This is an optimization exercise on Yosys and OpenROAD, whose aim is small area, a short achievable clock period and few clock cycles per item, not a production implementation. No functional check of the RTL was part of this run. Power and IR drop assume default switching activity.

--- flow/constraint.sdc ---
create_clock -name core_clock -period 15.0 [get_ports {clk}]
set_input_delay 3.0000 -clock core_clock [delete_from_list [all_inputs] [get_ports {clk}]]
set_output_delay 3.0000 -clock core_clock [all_outputs]
set_load 0.01 [all_outputs]
--- flow/design.v ---
module fb_draw (
    input  wire        clk,
    input  wire        rst,         
    input  wire        cmd_valid,
    output wire        cmd_ready,
    input  wire [2:0]  cmd_op,      
    input  wire [15:0] cmd_x,       
    input  wire [15:0] cmd_y,       
    input  wire [15:0] cmd_len,     
    input  wire [15:0] cmd_h,       
    input  wire [7:0]  cmd_c,       
    input  wire        dat_valid,
    output wire        dat_ready,
    input  wire [7:0]  dat_byte,
    output wire        px_valid,
    input  wire        px_ready,
    output wire [7:0]  px_x,
    output wire [6:0]  px_y,
    output wire [7:0]  px_c,
    output wire        ack          
);
    localparam OP_CLEAR  = 3'd0;
    localparam OP_PIXEL  = 3'd1;
    localparam OP_HLINE  = 3'd2;
    localparam OP_VLINE  = 3'd3;
    localparam OP_CIRCLE = 3'd4;
    localparam OP_BLIT   = 3'd5;
    reg rdy;           
    reg ackr;          
    reg busy;          
    reg m_setup;       
    reg m_rect;        
    reg m_circ;        
    reg m_blit;        
    reg vert;          
    reg clr;           
    reg signed [15:0] ox, oy;      
    reg [15:0] cx, cy;             
    reg signed [16:0] u;           
    reg signed [17:0] dd;          
    reg [15:0] bh;                 
    reg [2:0]  oct;                
    reg       pv;
    reg [7:0] ox_r;
    reg [6:0] oy_r;
    reg [7:0] pc;
    reg       sv;
    reg [7:0] sb;
    reg       dr;
    assign cmd_ready = rdy;
    assign ack       = ackr;
    assign px_valid  = pv;
    assign px_x      = ox_r;
    assign px_y      = oy_r;
    assign px_c      = pc;
    assign dat_ready = dr;
    wire acc = rdy & cmd_valid;
    wire ld  = !pv | px_ready;                  
    wire signed [17:0] sx  = ox;
    wire signed [17:0] sy  = oy;
    wire signed [17:0] ucx = {2'b00, cx};
    wire signed [17:0] ucy = {2'b00, cy};
    wire signed [17:0] va = sx + ucx;    
    wire signed [17:0] vb = sx - ucx;    
    wire signed [17:0] vc = sx + ucy;    
    wire signed [17:0] ve = sx - ucy;    
    wire signed [17:0] vf = sy + ucy;    
    wire signed [17:0] vg = sy - ucy;    
    wire signed [17:0] vh = sy + ucx;    
    wire signed [17:0] vk = sy - ucx;    
    function inx;   
        input [17:0] v;
        inx = (v[17:8] == 10'd0) && !(v[7] && (v[6] || v[5]));
    endfunction
    function iny;   
        input [17:0] v;
        iny = (v[17:7] == 11'd0);
    endfunction
    wire xa = inx(va), xb = inx(vb), xc = inx(vc), xe_ = inx(ve);
    wire yf = iny(vf), yg = iny(vg), yh = iny(vh), yk = iny(vk);
    wire [7:0] vis = {xa & yg, xc & yk, xe_ & yk, xb & yg,
                      xb & yf, xe_ & yh, xc & yh, xa & yf};
    wire cy0 = (cy == 16'd0);
    wire u0  = (u == 17'sd0);
    wire [7:0] dup = (cy0 ? 8'b1101_0100 : 8'd0) | (u0 ? 8'b1010_1010 : 8'd0);
    wire [7:0] rem = vis & ~dup & (8'hFF << oct);
    wire [7:0] sel = rem & (~rem + 8'd1);
    wire [7:0] rest = rem & ~sel;
    reg  [2:0] sidx;
    always @(*) begin
        casez (rem)
            8'b???????1: sidx = 3'd0;
            8'b??????10: sidx = 3'd1;
            8'b?????100: sidx = 3'd2;
            8'b????1000: sidx = 3'd3;
            8'b???10000: sidx = 3'd4;
            8'b??100000: sidx = 3'd5;
            8'b?1000000: sidx = 3'd6;
            default:     sidx = 3'd7;
        endcase
    end
    reg [7:0] cpx;
    reg [6:0] cpy;
    always @(*) begin
        case (sidx)
            3'd0: begin cpx = va[7:0]; cpy = vf[6:0]; end
            3'd1: begin cpx = vc[7:0]; cpy = vh[6:0]; end
            3'd2: begin cpx = ve[7:0]; cpy = vh[6:0]; end
            3'd3: begin cpx = vb[7:0]; cpy = vf[6:0]; end
            3'd4: begin cpx = vb[7:0]; cpy = vg[6:0]; end
            3'd5: begin cpx = ve[7:0]; cpy = vk[6:0]; end
            3'd6: begin cpx = vc[7:0]; cpy = vk[6:0]; end
            default: begin cpx = va[7:0]; cpy = vg[6:0]; end
        endcase
    end
    wire               c_live = m_circ & !u[16];
    wire               dneg   = dd[17] & ~(&dd[16:1]);           
    wire [15:0]        cy1    = cy + 16'd1;
    wire signed [17:0] nu2    = {~u, 1'b1};                     
    wire signed [17:0] dadd   = dneg ? {1'b0, cy1, 1'b1} : (nu2 + 18'sd6);
    wire signed [17:0] dd_n   = dd + dadd;
    wire signed [16:0] u_n    = u - (dneg ? 17'sd1 : 17'sd2);
    wire signed [17:0] sbase = vert ? sy : sx;
    wire signed [17:0] send  = sbase + {1'b0, u} - 18'sd1;
    wire [7:0]         slim  = vert ? 8'd127 : 8'd159;
    wire               oth   = vert ? inx(sx) : iny(sy);
    wire               s_lo  = sbase[17];                        
    wire               s_hi  = !s_lo && (sbase[16:0] > {9'd0, slim});
    wire               e_lo  = send[17];
    wire               e_hi  = !e_lo && (send[16:0] > {9'd0, slim});
    wire               s_ne  = clr | (oth & (u != 17'sd0) & !s_hi & !e_lo);
    wire [7:0]         s_s   = s_lo ? 8'd0 : sbase[7:0];
    wire [7:0]         s_e   = e_hi ? slim : send[7:0];
    wire [7:0] xe_r = bh[7:0];
    wire [6:0] ye_r = bh[14:8];
    wire at_lx = (ox_r == xe_r);
    wire at_ly = (oy_r == ye_r);
    wire at_last = at_lx & at_ly;
    wire take   = dr & dat_valid;
    wire have   = sv | take;
    wire [7:0] byte_in = sv ? sb : dat_byte;
    wire row_end = (u == 17'sd1);
    wire blk_end = (cy1 == bh);
    wire more = m_setup | (m_rect & !at_last) | c_live | m_blit;
    wire ack_n = busy & !more & ld;
    always @(posedge clk) begin
        if (rst) begin
            rdy     <= 1'b1;
            ackr    <= 1'b0;
            busy    <= 1'b0;
            m_setup <= 1'b0;
            m_rect  <= 1'b0;
            m_circ  <= 1'b0;
            m_blit  <= 1'b0;
            pv      <= 1'b0;
            sv      <= 1'b0;
            dr      <= 1'b0;
        end else begin
            ackr <= ack_n;
            rdy  <= acc ? 1'b0 : (ack_n | !busy);
            if (acc) begin
                busy    <= 1'b1;
                pv      <= 1'b0;
                sv      <= 1'b0;
                ox      <= cmd_x;
                oy      <= cmd_y;
                cy      <= 16'd0;
                oct     <= 3'd0;
                pc      <= (cmd_op == OP_CLEAR) ? 8'd0 : cmd_c;
                bh      <= cmd_h;
                vert    <= (cmd_op == OP_VLINE);
                clr     <= (cmd_op == OP_CLEAR);
                m_setup <= (cmd_op == OP_CLEAR) || (cmd_op == OP_PIXEL) ||
                           (cmd_op == OP_HLINE) || (cmd_op == OP_VLINE);
                m_rect  <= 1'b0;
                m_circ  <= (cmd_op == OP_CIRCLE);
                m_blit  <= (cmd_op == OP_BLIT) && (cmd_len != 16'd0) && (cmd_h != 16'd0);
                dr      <= (cmd_op == OP_BLIT) && (cmd_len != 16'd0) && (cmd_h != 16'd0);
                cx      <= (cmd_op == OP_CIRCLE) ? cmd_len : 16'd0;
                u       <= (cmd_op == OP_PIXEL) ? 17'sd1 : {1'b0, cmd_len};
                dd      <= (cmd_op == OP_CIRCLE) ? ~{2'b00, cmd_len} : {2'b00, cmd_len};
            end else begin
                if (ack_n) begin
                    busy   <= 1'b0;
                    m_rect <= 1'b0;
                    m_circ <= 1'b0;
                end
                if (m_setup) begin
                    m_setup <= 1'b0;
                    m_rect  <= s_ne;
                    pv      <= s_ne;
                    if (clr) begin
                        ox_r <= 8'd0;
                        oy_r <= 7'd0;
                        bh   <= {1'b0, 7'd127, 8'd159};
                    end else if (vert) begin
                        ox_r <= ox[7:0];
                        oy_r <= s_s[6:0];
                        bh   <= {1'b0, s_e[6:0], ox[7:0]};
                    end else begin
                        ox_r <= s_s;
                        oy_r <= oy[6:0];
                        bh   <= {1'b0, oy[6:0], s_e};
                    end
                end
                if (m_rect && ld) begin
                    if (at_last) begin
                        pv <= 1'b0;
                    end else if (!at_lx) begin
                        ox_r <= ox_r + 8'd1;
                    end else begin
                        if (clr) ox_r <= 8'd0;
                        oy_r <= oy_r + 7'd1;
                    end
                end
                if (m_circ && ld) begin
                    if (c_live) begin
                        pv   <= |rem;
                        ox_r <= cpx;
                        oy_r <= cpy;
                        if (rest == 8'd0) begin
                            oct <= 3'd0;
                            cy  <= cy1;
                            if (!dneg) cx <= cx - 16'd1;
                            dd  <= dd_n;
                            u   <= u_n;
                        end else begin
                            oct <= sidx + 3'd1;
                        end
                    end else begin
                        pv <= 1'b0;
                    end
                end
                if (m_blit || sv) begin
                    if (ld && have) begin
                        pv   <= xa & yf;
                        ox_r <= va[7:0];
                        oy_r <= vf[6:0];
                        pc   <= byte_in;
                        sv   <= 1'b0;
                        if (row_end) begin
                            cx <= 16'd0;
                            u  <= dd[16:0];
                            cy <= cy1;
                            if (blk_end) begin
                                m_blit <= 1'b0;
                                dr     <= 1'b0;
                            end else begin
                                dr     <= 1'b1;
                            end
                        end else begin
                            cx <= cx + 16'd1;
                            u  <= u - 17'sd1;
                            dr <= 1'b1;
                        end
                    end else begin
                        if (ld) pv <= 1'b0;
                        if (take) begin    
                            sb <= dat_byte;
                            sv <= 1'b1;
                            dr <= 1'b0;
                        end
                    end
                end else if (!m_setup && !m_rect && !m_circ && ld) begin
                    pv <= 1'b0;
                end
            end
        end
    end
endmodule
--- flow/run.sh ---
#!/bin/bash
# synth_recipe.tcl (not shown) runs the flow's synth.tcl, then flattens the netlist and writes it again
# the make line also repeats each setting of config.mk as NAME=value (left out here)
make -C /OpenROAD-flow-scripts/flow DESIGN_CONFIG=/design/flow/config.mk WORK_HOME=/design/flow/orfs CLKGATE_MAP_FILE= SYNTH_SCRIPT=/design/flow/synth_recipe.tcl finish
--- flow/config.mk ---
export PLATFORM = sky130hd
export DESIGN_NAME = fb_draw
export DESIGN_NICKNAME = fb_draw
export VERILOG_FILES = /design/flow/design.v
export SDC_FILE = /design/flow/constraint.sdc
export NUM_CORES = 4
export LEC_CHECK = 0
export CAP_MARGIN = 20
export CORE_MARGIN = 2
export CORE_UTILIZATION = 40
export PLACE_DENSITY = 0.6
export SLEW_MARGIN = 20
==> impl_metrics.csv <==
group,metric,value,unit
clock_tree,cts_setup_buffers,0,
setup_path,required,15.22,ns
setup_path,cp_data_arrival_time,6.93,ns
timing,slew_viol_final,0,
routing,routed_wirelength,93800,um
logic_synthesis,ys_top_cells_by_area,"edfxtp_1 (21%), ha_1 (13%), a21oi_1 (5.4%), xnor2_1 (4.9%), nor2_1 (4.4%)",
floorplanning,die_h,237,um
timing,finalSetupViolCount,0,
logic_synthesis,synth_area,0.0217,mm^2
clock_tree,cts_tree,"done",
outcome,outcome,"complete, no violations",
clock_tree,cts_repair_resize_count,0,
logic_synthesis,synth-edff-count,151,
clock_tree,clock_latency,0.51,ns
setup_path,worstSetupPathType,"reg2reg",
routing,detail-route-antenna-nets,0,
clock_tree,cts.htree.levels,4,
clock_tree,cts_sinks,161,
logic_synthesis,synth_common_cells,"nor2_1 (255), a21oi_1 (235), ha_1 (222)",
placed_design,dp_cells,3458,
power,leakage,9.18,nW
floorplanning,core,0.0537,mm^2
timing,worstMarginPinSlew,1.03,ns
grt,use_met1,0.414,
power,p_per_area,78.6,mW/mm^2
logic_synthesis,seq_area_frac_synth,0.218,
logic_synthesis,syn-num-nets,3085,
layout,drive_above_1_share,0.0458,
layout,final_cells,3491,
floorplanning,dieArea,0.0562,mm^2
hold_path,hp-class,"reg2reg",
timing,rsz0062_at_grt,"false",
flow_run,cap_violations,0,
layout,diodes,0,
logic_synthesis,yosysWarnings,1,
logic_synthesis,yosys_register_bits,161,
routing,dr.pass1.iters,6,
logic_synthesis,asyncSetResetFlopFracSynth,0,
logic_synthesis,ys.flop_type,"edfxtp_1",
grt,overflow,0,
power,max-vdd-ir-drop,0.0000898,V
floorplanning,dieWidth,237,um
timing,fmax,149,MHz
clock_tree,cts_max_path_buffers,2,
timing,finalCriticalPeriod,6.71,ns
logic_synthesis,yosysUniqueCellTypes,104,
setup_path,worstSetupEndpointType,"register",
clock_tree,cts_buffers,17,
clock_tree,clock-root-buffer,"clkbuf_16",
floorplanning,start_util,0.404,
routing,drt_iter0_markers,2706,
layout,fin_nets,3104,
grt,busiest_layer,"met2",
grt,grt_pass1_wl,139000,um
grt,grt_pass1_vias,21700,
placed_design,dp_hpwl,73900,um
floorplanning,fp-row-count,85,
timing,fin_skew,0.0238,ns
clock_tree,cts_hold_buf,0,
grt,grtUsageTotal,0.328,
floorplanning,io_pins,115,
routing,routed-via-count,22700,
routing,viasPerCell,6.51,
logic_synthesis,syn-mean-instance-area,7.86,um^2
grt,grt_max_degree,63,
placed_design,port_buffers,114,
grt,use_met2,0.532,
timing,hold_viol,0,
routing,drcViolationCount,0,
grt,grt_use_met3,0.0554,
routing,routedWlPerCell,26.9,um
setup_path,startpoint_type,"register",
clock_tree,path_clk_slew,0.07,ns
timing,finalSetupTns,0,ns
placed_design,routabilityCongestion,1.05,
logic_synthesis,syn_inst,2764,
grt,antenna_found_initial,1,
logic_synthesis,synth_top_area_cell,"edfxtp_1",
layout,syn2layout_area_growth,10.4,%
setup_path,worstPathMaxFanout,11,
logic_synthesis,synth_top_area_share,0.209,
logic_synthesis,synth_most_common_cell,"nor2_1",
timing,slew_headroom,0.304,
timing,period_share,0.447,
## through the flow
stage	setup slack (ns)	instance area (um^2)	hold WS, ns	util	power, W
after CTS	8.42	24000	0.515	0.446	0.00187
after detailed placement	8.47	23400	0.506	0.435	0.00139
after floorplan	9.56	21700	0.455	-	0.00113
final	8.29	24000	0.522	0.447	0.00189
after global placement	8.59	23400	0.490	0.435	0.00138
after global routing	7.97	24000	0.542	0.447	0.00198
## area by class of cell
cell class	instances	area, um^2
tap	696	871
clock buffer	17	425
clock inverter	14	166
multi-input combinational	2292	15800
inverter	168	631
timing repair buffer	143	1360
fill	5397	29700
sequential	161	4730
## sequential cells by signal, summed over array words and instances, names as in the netlist, 16 cells and up
signal,count
u,17
dd,18
cy,16
cx,16
oy,16
bh,16
ox,16
## routing by layer
| layer | share of wire | wire (um) | vias up |
|---|---|---|---|
| met4 | 0.057 | 5350 | 0 |
| met5 | 0 | 0 | - |
| met1 | 0.41 | 38600 | 10900 |
| met2 | 0.45 | 42700 | 1133 |
| met3 | 0.077 | 7200 | 247 |
| li1 | - | - | 10400 |
## final timing paths
| path | startpoint | endpoint | slack (ns) | depth (start not counted) |
|---|---|---|---|---|
| worst max-delay path | ox[1] | oy_r[1] | 8.29 | 19 |
| worst min-delay path | busy | busy | 0.52 | 2 |
| worst max register to register | ox[1] | oy_r[1] | 8.29 | 19 |
| worst min register to register | busy | busy | 0.52 | 2 |
## placed cells by master, fill, tap and decap left out, drive strengths merged, types with 20 or more instances in the layout
master and count:
nor2 256, a21oi 238, ha 222, nand2 182, inv 172, edfxtp 151
o21ai 144, xnor2 121, clkdlybuf4s50 114, nand3 103, nor3 98, mux2i 58
o22ai 53, nor4 53, o211ai 52, nor2b 50, nand4 45, and3 44
xor2 43, a21o 42, nand2b 40, a211oi 35, a31oi 31, o21bai 29
buf 27, o21a 23, or3 20, o2111ai 20, o31ai 20, a311oi 20
## kinds of logic (layout without fill, tap and decap cells)
group                      count (synthesis)  after routing  synth area share
and+or+nand+nor                          974            974             0.226
buffers and inverters                    311            342            0.0565
muxes                                     68             68            0.0319
AOI/OAI and AO/OA                        850            850             0.262
DFF                                      161            161             0.218
adders and majority gates                236            236             0.139
xor gates and xnor gates                 164            164            0.0661
## critical path, cell delays in order (launching register included)
cell and delay [ns]:
edfxtp_1 0.83, inv_1 0.33, fa_1 0.53, nor2b_1 0.24, o21ba_2 0.22, o211ai_1 0.17
a221o_1 0.36, a211oi_1 0.59, nand3_1 0.15, nor4_1 0.52, nand3_1 0.29, nand3_1 0.15
a21boi_0 0.09, o21ai_0 0.28, nand2_1 0.17, ha_1 0.26, a21oi_1 0.79, o22ai_1 0.15
nor3_1 0.19, o22ai_1 0.11
## power breakdown
part	switching, W	internal (W)	total (W)	leakage, nW
sequential	0.0000638	0.000534	0.000597	1.52
combinational	0.000495	0.000308	0.000802	7.36
clock	0.000235	0.000250	0.000486	0.294
total	0.000794	0.00109	0.00189	9.18

==> separate check: timing with driven ports <==
No port has a modelled driver above. Below, the same layout with a new extraction and two added sets of constraints.
Step 1 (the two cells are an assumption about what drives the block):
set clk [get_ports {clk}]
set_driving_cell -lib_cell sky130_fd_sc_hd__clkbuf_16 $clk
set_driving_cell -lib_cell sky130_fd_sc_hd__buf_2 [delete_from_list [all_inputs] $clk]
Step 2 times the ports against the registers' clock, not the clock port: input delays grow and output delays shrink by t, the midpoint of the rising clock arrivals with the driver on.
Three values: ideal, step 1, step 2; two values: the first two.
t, ns: 0.560
setup WS [ns]: 8.294 / 8.294 / 8.294
worst setup path at the end: register to register
clock arrival spread, ns: 0.024 / 0.024
slew at the worst register clock pin (ns): 0.09 / 0.09
After both steps setup and hold are still met in this run. For this run, drivers alone change the setup slack by 0.000 ns; drivers and shift together by 0.000 ns.
